From an optimization exercise on the open Yosys and OpenROAD flow, aimed at small area, a short achievable clock period and few clock cycles per item; shortcuts taken in it are not production practice. In this exercise RTL edits were held to simulation tests only and were not proved equivalent to the original. No activity file was given, so power comes from the tool's default toggle rates.

==> flow/design.v (excerpt) <==
module fcodec_rx (
    input  wire        clk,
    input  wire        rst,
    input  wire        host_req,
    input  wire        host_we,
    input  wire [11:0] host_addr,
    input  wire [15:0] host_wdata,
    output wire        host_ack,
    output reg  [15:0] host_rdata,
    input  wire        rx_valid,
    input  wire        rx_fail,
    input  wire [7:0]  rx_data,
    output wire        rx_ready
);
Size: roughly 2200 flip-flops, roughly 60 I/O pins, roughly 0.060 mm^2 of cells after synthesis.
export LEC_CHECK = 0
export CAP_MARGIN = 20
export CORE_MARGIN = 2
export CORE_UTILIZATION = 50
export CTS_CLUSTER_DIAMETER = 80
export CTS_CLUSTER_SIZE = 28
export PLACE_DENSITY = 0.6
export SETUP_SLACK_MARGIN = 5
export SLEW_MARGIN = 20
create_clock -name core_clock -period 10.0 [get_ports {clk}]
run.sh (not shown) runs the stock make flow with config.mk's settings and CLKGATE_MAP_FILE= SYNTH_SCRIPT=/design/flow/synth_recipe.tcl, a recipe that flattens the netlist after the stock synthesis.
Testbench counts at the start, summed over its fixed seeds: cycles 83,193, frames 960.
==> next run, changes <==
==> flow/flow/run.sh (new file) <==
#!/bin/bash
# Layout: the standard ORFS flow (standard.sh, synthesis included), with
# two changes:
#  - slow wide OR/NOR cells (or3, or4, nor3, nor4 and the 5-input
#    and-or/or-and cells) are added to the platform's don't-use list, so
#    that synthesis and the resizer build the port-to-port logic from
#    faster gates;
#  - clock tree: clkbuf_8 sink buffers in larger sink clusters, no dummy
#    loads.
# ORFS writes each step's log under orfs/logs/; make's own output goes to
# flow_make.log.
set -euo pipefail
export DONT_USE_CELLS="sky130_fd_sc_hd__or4_1 sky130_fd_sc_hd__or4_2 sky130_fd_sc_hd__or4_4 sky130_fd_sc_hd__or4b_1 sky130_fd_sc_hd__or4b_2 sky130_fd_sc_hd__or4b_4 sky130_fd_sc_hd__or4bb_1 sky130_fd_sc_hd__or4bb_2 sky130_fd_sc_hd__or4bb_4 sky130_fd_sc_hd__nor4_1 sky130_fd_sc_hd__nor4_2 sky130_fd_sc_hd__nor4_4 sky130_fd_sc_hd__nor4b_1 sky130_fd_sc_hd__nor4b_2 sky130_fd_sc_hd__nor4b_4 sky130_fd_sc_hd__nor4bb_1 sky130_fd_sc_hd__nor4bb_2 sky130_fd_sc_hd__nor4bb_4 sky130_fd_sc_hd__or3_1 sky130_fd_sc_hd__or3_2 sky130_fd_sc_hd__or3_4 sky130_fd_sc_hd__or3b_1 sky130_fd_sc_hd__or3b_2 sky130_fd_sc_hd__or3b_4 sky130_fd_sc_hd__nor3_1 sky130_fd_sc_hd__nor3_2 sky130_fd_sc_hd__nor3_4 sky130_fd_sc_hd__nor3b_1 sky130_fd_sc_hd__nor3b_2 sky130_fd_sc_hd__nor3b_4 sky130_fd_sc_hd__a2111o_1 sky130_fd_sc_hd__a2111o_2 sky130_fd_sc_hd__a2111o_4 sky130_fd_sc_hd__a2111oi_0 sky130_fd_sc_hd__a2111oi_1 sky130_fd_sc_hd__a2111oi_2 sky130_fd_sc_hd__a2111oi_4 sky130_fd_sc_hd__o2111a_1 sky130_fd_sc_hd__o2111a_2 sky130_fd_sc_hd__o2111a_4 sky130_fd_sc_hd__o2111ai_1 sky130_fd_sc_hd__o2111ai_2 sky130_fd_sc_hd__o2111ai_4 sky130_fd_sc_hd__o41ai_1 sky130_fd_sc_hd__o41ai_2 sky130_fd_sc_hd__o41ai_4 sky130_fd_sc_hd__o41a_1 sky130_fd_sc_hd__o41a_2 sky130_fd_sc_hd__o41a_4"
CTS="-sink_clustering_enable -repair_clock_nets -dont_use_dummy_load"
CTS="$CTS -buf_list sky130_fd_sc_hd__clkbuf_8 -sink_buffer_max_cap_derate 1.0"
CTS="$CTS -sink_clustering_size 18 -sink_clustering_max_diameter 50"
bash standard.sh "CTS_ARGS=$CTS" finish > flow_make.log 2>&1
==> flow/standard.sh (new file) <==
#!/bin/bash
# synth_recipe.tcl (not shown) runs the flow's synth.tcl, then flattens the netlist and writes it again
# the make line also repeats each setting of config.mk as NAME=value (left out here)
make -C /OpenROAD-flow-scripts/flow DESIGN_CONFIG=/design/flow/config.mk WORK_HOME=/design/flow/orfs CLKGATE_MAP_FILE= SYNTH_SCRIPT=/design/flow/synth_recipe.tcl "${@:-finish}"
- CORE_UTILIZATION: 50 -> 40
- CTS_CLUSTER_DIAMETER: 80 -> unset
- CTS_CLUSTER_SIZE: 28 -> unset
removed: flow/run.sh
Result:
- combinational power goes down by 5.8%
- register-to-register slack gets worse by 0.07 ns
- hold slack gets worse by 0.037 ns
- core utilization goes down by 11 points
==> next run, changes <==
==> flow/run.sh (new file) <==
#!/bin/bash
# synth_recipe.tcl (not shown) runs the flow's synth.tcl, then flattens the netlist and writes it again
# the make line also repeats each setting of config.mk as NAME=value (left out here)
make -C /OpenROAD-flow-scripts/flow DESIGN_CONFIG=/design/flow/config.mk WORK_HOME=/design/flow/orfs CLKGATE_MAP_FILE= SYNTH_SCRIPT=/design/flow/synth_recipe.tcl finish
- CORE_UTILIZATION: 40 -> 60
- CTS_CLUSTER_DIAMETER: unset -> 70
- CTS_CLUSTER_SIZE: unset -> 26
- PLACE_DENSITY: 0.6 -> 0.65
removed: flow/flow/run.sh
removed: flow/standard.sh
Result:
- synthesized cell count is unchanged
- wire length came out lower by 1.2%
- sequential share of layout area barely changes
- design area barely changes
==> next run, changes <==
- CORE_UTILIZATION: 60 -> 40
- CTS_CLUSTER_DIAMETER: 70 -> 80
- CTS_CLUSTER_SIZE: 26 -> 28
- PLACE_DENSITY: 0.65 -> 0.6
- SETUP_SLACK_MARGIN: 5 -> 4.3
The changed run completed with no timing, DRC or antenna violations.
Via count fell by 2.6%.
Power fell by 2.0%.
Hold slack got worse by 0.011 ns.
Critical path depth is unchanged.
Worst setup slack got worse by 0.31 ns.
Sequential share of layout area rose by 0.25 points.
Clock skew rose by 0.0064 ns.
Combinational power fell by about 3%.


Starting RTL as in the previous note.
// fcodec_rx
module fcodec_rx (
    input  wire        clk,
    input  wire        rst,
    input  wire        host_req,
    input  wire        host_we,
    input  wire [11:0] host_addr,
    input  wire [15:0] host_wdata,
    output wire        host_ack,
    output reg  [15:0] host_rdata,
    input  wire        rx_valid,
    input  wire        rx_fail,
    input  wire [7:0]  rx_data,
    output wire        rx_ready
);
export LEC_CHECK = 0
export CAP_MARGIN = 20
export CORE_MARGIN = 2
export CORE_UTILIZATION = 40
export PLACE_DENSITY = 0.6
export SETUP_SLACK_MARGIN = 5
export SLEW_MARGIN = 20
create_clock -name core_clock -period 10.0 [get_ports {clk}]
standard.sh (not shown) runs the stock make flow with config.mk's settings and CLKGATE_MAP_FILE= SYNTH_SCRIPT=/design/flow/synth_recipe.tcl, a recipe that flattens the netlist after the stock synthesis.
==> flow/flow/run.sh <==
#!/bin/bash
# Layout: the standard ORFS flow (standard.sh), changed only in the
# clock tree options: clkbuf_8 sink buffers in larger sink clusters, and no
# dummy loads. ORFS writes each step's log under orfs/logs/; make's own
# output goes to flow_make.log.
set -euo pipefail
CTS="-sink_clustering_enable -repair_clock_nets -dont_use_dummy_load"
CTS="$CTS -buf_list sky130_fd_sc_hd__clkbuf_8 -sink_buffer_max_cap_derate 1.0"
CTS="$CTS -sink_clustering_size 18 -sink_clustering_max_diameter 50"
bash standard.sh "CTS_ARGS=$CTS" finish > flow_make.log 2>&1
Testbench counts at the start, summed over its fixed seeds: cycles 83,193, frames 960.
Rerun with:
==> flow/run.sh (new file) <==
#!/bin/bash
# synth_recipe.tcl (not shown) runs the flow's synth.tcl, then flattens the netlist and writes it again
# the make line also repeats each setting of config.mk as NAME=value (left out here)
make -C /OpenROAD-flow-scripts/flow DESIGN_CONFIG=/design/flow/config.mk WORK_HOME=/design/flow/orfs CLKGATE_MAP_FILE= SYNTH_SCRIPT=/design/flow/synth_recipe.tcl finish
--- a/flow/config.mk
+++ b/flow/config.mk
@@ -10,0 +11,2 @@
+export CTS_CLUSTER_DIAMETER = 80
+export CTS_CLUSTER_SIZE = 28
@@ -12 +14 @@
-export SETUP_SLACK_MARGIN = 5
+export SETUP_SLACK_MARGIN = 4.6
removed: flow/flow/run.sh
removed: flow/standard.sh
The changed run ran to the end with no violations.
Clock-buffer cell count came out lower by 58.
Critical path depth is higher by 3.
Die area does not change.
First-iteration DRC count rises by 1.4%.
Global-route usage fell by 0.71 points.
Cell count came out lower by 0.86%.
Rerun with:
--- a/flow/config.mk
+++ b/flow/config.mk
@@ -14 +14 @@
-export SETUP_SLACK_MARGIN = 4.6
+export SETUP_SLACK_MARGIN = 5
Routed wire length goes up by about 3.7%.
Design area goes up by 0.89%.
Core utilization goes up by 0.40 points.
Count of clock-buffer cells in the layout does not change.
Register-to-register slack gets better by 0.22 ns.
Maximum frequency goes up by about 0.7%.
Clock skew goes up by 0.011 ns.

-- what the ideal ports hide --
The flow's constraints put no driver on any port. The routed layouts listed below were extracted and timed again, unchanged, in two steps. Step 1: set_driving_cell puts a clkbuf_16 on clk and a buf_2 on each other input, an assumption about the parent block. Step 2 adds t to the input delays and takes it off the output delays; t is the mean of the earliest and latest rising clock arrival at the registers after step 1. Input paths then give back, and output paths get back, about the clock's delay inside the block. Three values: no drivers, after step 1, after step 2; two values: the first two.
| run | t (ns) | setup WS [ns] | worst setup path after step 2 | worst slew at a driven data input, ns | cell pins on the clock port's net |
|---|---|---|---|---|---|
| the first run of note 1 | 0.777 | 4.662 / 4.587 / 4.349 | input to register | 0.07 | 1 |
| the second run of note 1 | 0.920 | 4.559 / 4.519 / 4.089 | input to register | 0.15 | 1 |
| the third run of note 1 | 0.789 | 4.631 / 4.579 / 4.134 | input to register | 0.11 | 1 |
| the fourth run of note 1 | 0.793 | 4.320 / 4.292 / 3.691 | input to register | 0.09 | 1 |
| the first run of note 2 | 0.920 | 4.559 / 4.519 / 4.089 | input to register | 0.15 | 1 |
| the second run of note 2 | 0.790 | 4.586 / 4.534 / 4.077 | input to register | 0.09 | 1 |
| the third run of note 2 | 0.804 | 4.623 / 4.560 / 4.279 | input to register | 0.14 | 1 |
After both steps every run listed still meets setup and hold. The setup slack of the fourth run of note 1, which loses most, moves by -0.028 ns with the drivers and by -0.629 ns with both steps.
